Source: an optimization exercise on an open RTL-to-GDS flow (aim: small area). Production flows keep margins and buffers that such runs may drop.
In this exercise RTL edits were held to simulation tests only and were not proved equivalent to the original.

## try-umber
==> flow/design.v (excerpt) <==
module blatesbox_core (
    input  wire       clk,
    input  wire       rst,
    input  wire       tick,
    input  wire       btn,
    input  wire [7:0] sample,
    output reg        disp_data,
    output reg        disp_clk,
    output reg        disp_latch,
    output wire       beep
);
Size: roughly 16 I/O pins, ~0.0055 mm^2 of cells after synthesis.
Settings: LEC_CHECK=0, ABC_AREA=1, CAP_MARGIN=20, CORE_MARGIN=2, CORE_UTILIZATION=60, CTS_BUF_LIST=sky130_fd_sc_hd__clkbuf_8, GPL_TIMING_DRIVEN=0, PLACE_DENSITY=0.7, SLEW_MARGIN=20; clock period 10.0 ns.
standard.sh (not shown) runs the stock make flow with config.mk's settings and CLKGATE_MAP_FILE= SYNTH_SCRIPT=/design/flow/synth_recipe.tcl, a recipe that flattens the netlist after the stock synthesis.
==> flow/flow/run.sh <==
#!/bin/bash
# Own layout flow: the standard synthesis, then the combinational logic of
# the synthesised netlist is re-mapped with an area-oriented ABC script
# (deepsyn, then choice computation and area mapping with amap)
# (flow/reabc.sh; every flip-flop instance keeps its name, cell type and
# connections), then the standard layout from floorplan to finish, with
# the port buffers made of the smallest buffer cell (buf_1).
# Each tool's output goes to its own log file in the work folder.
set -euo pipefail
W=$(pwd)
R=$W/orfs/results/${FLOW_PLATFORM}/blatesbox_core/base
bash standard.sh synth > synth.log 2>&1
cp "$R/1_2_yosys.v" 1_2_yosys.standard.v
bash flow/reabc.sh 1_2_yosys.standard.v 1_2_yosys.reabc.v reabc.log
cp 1_2_yosys.reabc.v "$R/1_2_yosys.v"
rm -f "$R/1_synth.odb" "$R/1_synth.sdc"
bash standard.sh finish "BUFFER_PORTS_ARGS=-buffer_cell sky130_fd_sc_hd__buf_1" > layout.log 2>&1
==> flow/flow/reabc.sh <==
#!/bin/bash
# reabc.sh IN.v OUT.v LOG : re-map the combinational logic of a synthesised
# sky130hd netlist with an area-oriented ABC script; flip-flop instances
# (names, cell types and connections) are kept as they are.
set -euo pipefail
IN=$1; OUT=$2; LOG=$3
LIB=${FLOW_HOME:-/OpenROAD-flow-scripts/flow}/platforms/sky130hd/lib/sky130_fd_sc_hd__tt_025C_1v80.lib
DU=""
for c in $(grep -o 'sky130_fd_sc_hd__\(probe\|lpflow\)[a-z0-9_]*' $LIB | sort -u); do DU="$DU -dont_use $c"; done
SCRIPT=${ABC_SCRIPT:-"+strash;&get,-n;&deepsyn,-T,30;&put;dch;amap;topo;dnsize"}
FF=$(grep -o 'sky130_fd_sc_hd__[a-z0-9_]*df[a-z0-9_]*' $IN | sort -u | tr '\n' ' ')
cat > reabc.ys <<EOY
read_liberty -ignore_miss_func $LIB
read_verilog $IN
hierarchy -top blatesbox_core
setattr -mod -set blackbox 1 $FF
flatten
opt_clean -purge
abc -liberty $LIB $DU -script $SCRIPT
setundef -zero
opt_clean -purge
hilomap -singleton -hicell sky130_fd_sc_hd__conb_1 HI -locell sky130_fd_sc_hd__conb_1 LO
insbuf -buf sky130_fd_sc_hd__buf_4 A X
splitnets
opt_clean -purge
blackbox sky130_fd_sc_hd__*
read_liberty -lib $LIB
stat -liberty $LIB
write_verilog -noattr -nohex -nodec $OUT
EOY
${YOSYS_EXE:-$(command -v yosys || echo ${FLOW_HOME}/../tools/install/yosys/bin/yosys)} -s reabc.ys > $LOG 2>&1
Modified inputs, try-sierra compared to try-umber
# try-umber
export LEC_CHECK = 0
export ABC_AREA = 1
export CAP_MARGIN = 20
export CORE_MARGIN = 2
export CORE_UTILIZATION = 60
export CTS_BUF_LIST = sky130_fd_sc_hd__clkbuf_8
export GPL_TIMING_DRIVEN = 0
export PLACE_DENSITY = 0.7
export SLEW_MARGIN = 20
create_clock -name core_clock -period 10.0 [get_ports {clk}]
# try-sierra
export LEC_CHECK = 0
export ABC_AREA = 1
export CAP_MARGIN = 20
export CORE_MARGIN = 2
export CORE_UTILIZATION = 70
export CTS_BUF_LIST = sky130_fd_sc_hd__clkbuf_8
export PLACE_DENSITY = 0.8
export SLEW_MARGIN = 20
create_clock -name core_clock -period 10.0 [get_ports {clk}]
==> flow/flow/run.sh <==
#!/bin/bash
# Own layout flow: the standard synthesis, then the combinational logic of
# the synthesised netlist is re-mapped with an area-oriented ABC script
# (flow/reabc.sh; every flip-flop instance keeps its name, cell type and
# connections), then the standard layout from floorplan to finish.
# Each tool's output goes to its own log file in the work folder.
set -euo pipefail
W=$(pwd)
R=$W/orfs/results/${FLOW_PLATFORM}/blatesbox_core/base
bash standard.sh synth > synth.log 2>&1
cp "$R/1_2_yosys.v" 1_2_yosys.standard.v
bash flow/reabc.sh 1_2_yosys.standard.v 1_2_yosys.reabc.v reabc.log
cp 1_2_yosys.reabc.v "$R/1_2_yosys.v"
rm -f "$R/1_synth.odb" "$R/1_synth.sdc"
bash standard.sh finish "BUFFER_PORTS_ARGS=-buffer_cell sky130_fd_sc_hd__buf_1" > layout.log 2>&1
-- flow/flow/reabc.sh --
<<< try-umber, line 8
DU=""
for c in $(grep -o 'sky130_fd_sc_hd__\(probe\|lpflow\)[a-z0-9_]*' $LIB | sort -u); do DU="$DU -dont_use $c"; done
SCRIPT=${ABC_SCRIPT:-"+strash;&get,-n;&deepsyn,-T,30;&put;dch;amap;topo;dnsize"}
FF=$(grep -o 'sky130_fd_sc_hd__[a-z0-9_]*df[a-z0-9_]*' $IN | sort -u | tr '\n' ' ')
cat > reabc.ys <<EOY
>>> try-sierra, line 8
DU=""
for c in $(grep -o 'sky130_fd_sc_hd__\(probe\|lpflow\)[a-z0-9_]*' $LIB | sort -u); do DU="$DU -dont_use $c"; done
SCRIPT=${ABC_SCRIPT:-"+strash;dch;map,-a;strash;dch;map,-a;topo;dnsize"}
FF=$(grep -o 'sky130_fd_sc_hd__[a-z0-9_]*df[a-z0-9_]*' $IN | sort -u | tr '\n' ' ')
cat > reabc.ys <<EOY
Notes after the runs:
try-sierra against try-umber: vertical die dimension decreased by 3.8 um relative to the old numbers; maximum clock rate increased by 19 MHz relative to the old numbers; estimated wirelength of the detail-placed design increased by 750 um relative to the old numbers.
sky130_fd_sc_hd__or2_1 as the cell with the largest stage delay on the worst path was reported by try-umber, and sky130_fd_sc_hd__nor2_1 by try-sierra.
Inputs modified between try-sierra and try-willow:
# try-sierra
export LEC_CHECK = 0
export ABC_AREA = 1
export CAP_MARGIN = 20
export CORE_MARGIN = 2
export CORE_UTILIZATION = 70
export CTS_BUF_LIST = sky130_fd_sc_hd__clkbuf_8
export PLACE_DENSITY = 0.8
export SLEW_MARGIN = 20
create_clock -name core_clock -period 10.0 [get_ports {clk}]
# try-willow
export LEC_CHECK = 0
export ABC_AREA = 1
export CAP_MARGIN = 20
export CORE_MARGIN = 2
export CORE_UTILIZATION = 70
export CTS_BUF_LIST = sky130_fd_sc_hd__clkbuf_4 sky130_fd_sc_hd__clkbuf_8
export CTS_CLUSTER_DIAMETER = 30
export CTS_CLUSTER_SIZE = 10
export GPL_TIMING_DRIVEN = 0
export PLACE_DENSITY = 0.8
export SLEW_MARGIN = 20
create_clock -name core_clock -period 10.0 [get_ports {clk}]
-- flow/flow/run.sh --
<<< try-sierra, line 2
# Own layout flow: the standard synthesis, then the combinational logic of
# the synthesised netlist is re-mapped with an area-oriented ABC script
# (flow/reabc.sh; every flip-flop instance keeps its name, cell type and
# connections), then the standard layout from floorplan to finish.
# Each tool's output goes to its own log file in the work folder.
set -euo pipefail
>>> try-willow, line 2
# Own layout flow: the standard synthesis, then the combinational logic of
# the synthesised netlist is re-mapped with an area-oriented ABC script
# (deepsyn, then choice computation and area mapping with amap)
# (flow/reabc.sh; every flip-flop instance keeps its name, cell type and
# connections), then the standard layout from floorplan to finish, with
# the port buffers made of the smallest buffer cell (buf_1).
# Each tool's output goes to its own log file in the work folder.
set -euo pipefail
-- flow/flow/reabc.sh --
<<< try-sierra, line 8
DU=""
for c in $(grep -o 'sky130_fd_sc_hd__\(probe\|lpflow\)[a-z0-9_]*' $LIB | sort -u); do DU="$DU -dont_use $c"; done
SCRIPT=${ABC_SCRIPT:-"+strash;dch;map,-a;strash;dch;map,-a;topo;dnsize"}
FF=$(grep -o 'sky130_fd_sc_hd__[a-z0-9_]*df[a-z0-9_]*' $IN | sort -u | tr '\n' ' ')
cat > reabc.ys <<EOY
>>> try-willow, line 8
DU=""
for c in $(grep -o 'sky130_fd_sc_hd__\(probe\|lpflow\)[a-z0-9_]*' $LIB | sort -u); do DU="$DU -dont_use $c"; done
SCRIPT=${ABC_SCRIPT:-"+strash;&get,-n;&deepsyn,-T,30;&put;dch;amap;topo;dnsize"}
FF=$(grep -o 'sky130_fd_sc_hd__[a-z0-9_]*df[a-z0-9_]*' $IN | sort -u | tr '\n' ' ')
cat > reabc.ys <<EOY
### Flow results
Going from try-sierra to try-willow, via density per instance grew by a little under 10%. Compared with try-sierra, in try-willow worst hold slack higher; setup slack lower.

* * *

Starting RTL as in the previous note.
Settings: LEC_CHECK=0, ABC_AREA=1, CAP_MARGIN=20, CORE_MARGIN=2, CORE_UTILIZATION=70, CTS_BUF_LIST=sky130_fd_sc_hd__clkbuf_16, CTS_CLUSTER_DIAMETER=100, CTS_CLUSTER_SIZE=40, PLACE_DENSITY=0.8, SLEW_MARGIN=20; clock period 10.0 ns.
==> flow/flow/run.sh <==
#!/bin/bash
# Own layout flow: the standard synthesis, then the combinational logic of
# the synthesised netlist is re-mapped with an area-oriented ABC script
# (flow/reabc.sh; every flip-flop instance keeps its name, cell type and
# connections), then the standard layout from floorplan to finish, with
# the port buffers made of the smallest buffer cell (buf_1).
# Each tool's output goes to its own log file in the work folder.
set -euo pipefail
W=$(pwd)
R=$W/orfs/results/${FLOW_PLATFORM}/blatesbox_core/base
bash standard.sh synth > synth.log 2>&1
cp "$R/1_2_yosys.v" 1_2_yosys.standard.v
bash flow/reabc.sh 1_2_yosys.standard.v 1_2_yosys.reabc.v reabc.log
cp 1_2_yosys.reabc.v "$R/1_2_yosys.v"
rm -f "$R/1_synth.odb" "$R/1_synth.sdc"
bash standard.sh finish "BUFFER_PORTS_ARGS=-buffer_cell sky130_fd_sc_hd__buf_1" > layout.log 2>&1
==> flow/flow/reabc.sh <==
#!/bin/bash
# reabc.sh IN.v OUT.v LOG : re-map the combinational logic of a synthesised
# sky130hd netlist with an area-oriented ABC script; flip-flop instances
# (names, cell types and connections) are kept as they are.
set -euo pipefail
IN=$1; OUT=$2; LOG=$3
LIB=${FLOW_HOME:-/OpenROAD-flow-scripts/flow}/platforms/sky130hd/lib/sky130_fd_sc_hd__tt_025C_1v80.lib
DU=""
for c in $(grep -o 'sky130_fd_sc_hd__\(probe\|lpflow\)[a-z0-9_]*' $LIB | sort -u); do DU="$DU -dont_use $c"; done
SCRIPT=${ABC_SCRIPT:-"+strash;&get,-n;&deepsyn,-T,30;&put;dch;amap;topo;dnsize"}
FF=$(grep -o 'sky130_fd_sc_hd__[a-z0-9_]*df[a-z0-9_]*' $IN | sort -u | tr '\n' ' ')
cat > reabc.ys <<EOY
read_liberty -ignore_miss_func $LIB
read_verilog $IN
hierarchy -top blatesbox_core
setattr -mod -set blackbox 1 $FF
flatten
opt_clean -purge
abc -liberty $LIB $DU -script $SCRIPT
setundef -zero
opt_clean -purge
hilomap -singleton -hicell sky130_fd_sc_hd__conb_1 HI -locell sky130_fd_sc_hd__conb_1 LO
insbuf -buf sky130_fd_sc_hd__buf_4 A X
splitnets
opt_clean -purge
blackbox sky130_fd_sc_hd__*
read_liberty -lib $LIB
stat -liberty $LIB
write_verilog -noattr -nohex -nodec $OUT
EOY
${YOSYS_EXE:-$(command -v yosys || echo ${FLOW_HOME}/../tools/install/yosys/bin/yosys)} -s reabc.ys > $LOG 2>&1
==> next run, changes <==
--- a/flow/flow/run.sh
+++ b/flow/flow/run.sh
@@ -5,2 +5 @@
-# connections), then the standard layout from floorplan to finish, with
-# the port buffers made of the smallest buffer cell (buf_1).
+# connections), then the standard layout from floorplan to finish.
@@ -16 +15 @@
-bash standard.sh finish "BUFFER_PORTS_ARGS=-buffer_cell sky130_fd_sc_hd__buf_1" > layout.log 2>&1
+bash standard.sh finish > layout.log 2>&1
--- a/flow/flow/reabc.sh
+++ b/flow/flow/reabc.sh
@@ -10 +10 @@
-SCRIPT=${ABC_SCRIPT:-"+strash;&get,-n;&deepsyn,-T,30;&put;dch;amap;topo;dnsize"}
+SCRIPT=${ABC_SCRIPT:-"+strash;dch;map,-a;strash;dch;map,-a;topo;dnsize"}
CTS_BUF_LIST = sky130_fd_sc_hd__clkbuf_8   (was sky130_fd_sc_hd__clkbuf_16)
CTS_CLUSTER_DIAMETER = default   (was 100)
CTS_CLUSTER_SIZE = default   (was 40)
Outcome:
- The new run finished with timing, DRC and antenna clean
- die area increases by 7.1%
- maximum frequency increases by 14%
==> next run, changes <==
--- a/flow/flow/run.sh
+++ b/flow/flow/run.sh
@@ -3,0 +4 @@
+# (deepsyn, then choice computation and area mapping with amap)
@@ -5 +6,2 @@
-# connections), then the standard layout from floorplan to finish.
+# connections), then the standard layout from floorplan to finish, with
+# the port buffers made of the smallest buffer cell (buf_1).
@@ -15 +17 @@
-bash standard.sh finish > layout.log 2>&1
+bash standard.sh finish "BUFFER_PORTS_ARGS=-buffer_cell sky130_fd_sc_hd__buf_1" > layout.log 2>&1
--- a/flow/flow/reabc.sh
+++ b/flow/flow/reabc.sh
@@ -10 +10 @@
-SCRIPT=${ABC_SCRIPT:-"+strash;dch;map,-a;strash;dch;map,-a;topo;dnsize"}
+SCRIPT=${ABC_SCRIPT:-"+strash;&get,-n;&deepsyn,-T,30;&put;dch;amap;topo;dnsize"}
GPL_TIMING_DRIVEN = 0   (was default)
=> Final area went down by 6.2%; register-to-register slack got worse by 1.5 ns; clock-buffer cell count decreases by 2; wire length shrinks by 3.4%; via count drops by 2.2%; setup slack degrades by 1.4 ns; utilization went up by 0.23 points; die area went down by 6.7%; clock skew barely changes.
==> next run, changes <==
--- a/flow/flow/run.sh
+++ b/flow/flow/run.sh
@@ -4 +3,0 @@
-# (deepsyn, then choice computation and area mapping with amap)
GPL_TIMING_DRIVEN = default   (was 0)
=> Area after synthesis is unchanged; clock skew went up by 0.0066 ns.
==> next run, changes <==
--- a/flow/flow/reabc.sh
+++ b/flow/flow/reabc.sh
@@ -10 +10 @@
-SCRIPT=${ABC_SCRIPT:-"+strash;&get,-n;&deepsyn,-T,30;&put;dch;amap;topo;dnsize"}
+SCRIPT=${ABC_SCRIPT:-"+strash;&get,-n;&deepsyn,-T,60;&put;strash;dch;map,-a;strash;dch;map,-a;topo;dnsize"}
Synthesized cell count rises by about 9%.
Clock skew falls by 0.0061 ns.
Cell area rises by 3.1%.
First-iteration DRC count falls by about 10%.
Register-to-register slack got worse by 0.17 ns.
Hold slack improved by 0.0050 ns.
Via count rises by 2.3%.
==> next run, changes <==
--- a/flow/flow/run.sh
+++ b/flow/flow/run.sh
@@ -3,0 +4 @@
+# (deepsyn, then choice computation and area mapping with amap)
--- a/flow/flow/reabc.sh
+++ b/flow/flow/reabc.sh
@@ -10 +10 @@
-SCRIPT=${ABC_SCRIPT:-"+strash;&get,-n;&deepsyn,-T,60;&put;strash;dch;map,-a;strash;dch;map,-a;topo;dnsize"}
+SCRIPT=${ABC_SCRIPT:-"+strash;&get,-n;&deepsyn,-T,30;&put;dch;amap;topo;dnsize"}
CTS_CLUSTER_DIAMETER = 60   (was default)
CTS_CLUSTER_SIZE = 30   (was default)
GPL_TIMING_DRIVEN = 0   (was default)
Outcome: The changed run finished clean; via count shrinks by 1.2%; design area shrinks by 3.2%; setup slack got worse by 0.065 ns; die area shrinks by 4.2%; synthesized cell count shrinks by 8.6%; first-iteration DRC count shrinks by 7.4%.

## port drivers added, routing unchanged
The flow's constraints put no driver on any port. The routed layouts listed below were extracted and timed again, unchanged, in two steps.
Step 1, drivers: a clkbuf_16 drives clk and a buf_2 each remaining input, both assumed.
Step 2 also shifts input and output timing later by t, the mid clock arrival at the registers, as if the neighbouring blocks saw the same clock.
Slacks: ideal / step 1 / step 2; pairs: ideal / step 1.
run | t, ns | setup WS [ns] | worst register clock-pin slew, ns
try-umber | 0.404 | 0.843 / 0.856 / 0.452 | 0.11 / 0.11
try-sierra | 0.399 | 2.201 / 2.201 / 1.924 | 0.11 / 0.11
try-willow | 0.400 | 0.620 / 0.613 / 0.213 | 0.11 / 0.11
the first run of note 2 | 0.385 | 0.947 / 0.960 / 0.575 | 0.08 / 0.08
the second run of note 2 | 0.406 | 2.024 / 2.036 / 1.630 | 0.10 / 0.10
the third run of note 2 | 0.400 | 0.620 / 0.613 / 0.213 | 0.11 / 0.11
the fourth run of note 2 | 0.412 | 0.952 / 0.962 / 0.550 | 0.12 / 0.12
the fifth run of note 2 | 0.420 | 0.684 / 0.690 / 0.270 | 0.12 / 0.12
the sixth run of note 2 | 0.400 | 0.620 / 0.613 / 0.213 | 0.11 / 0.11
After both steps setup and hold are still met in every run listed. The setup slack of the fifth run of note 2, which loses most, moves by +0.006 ns with the drivers and by -0.414 ns with both steps.
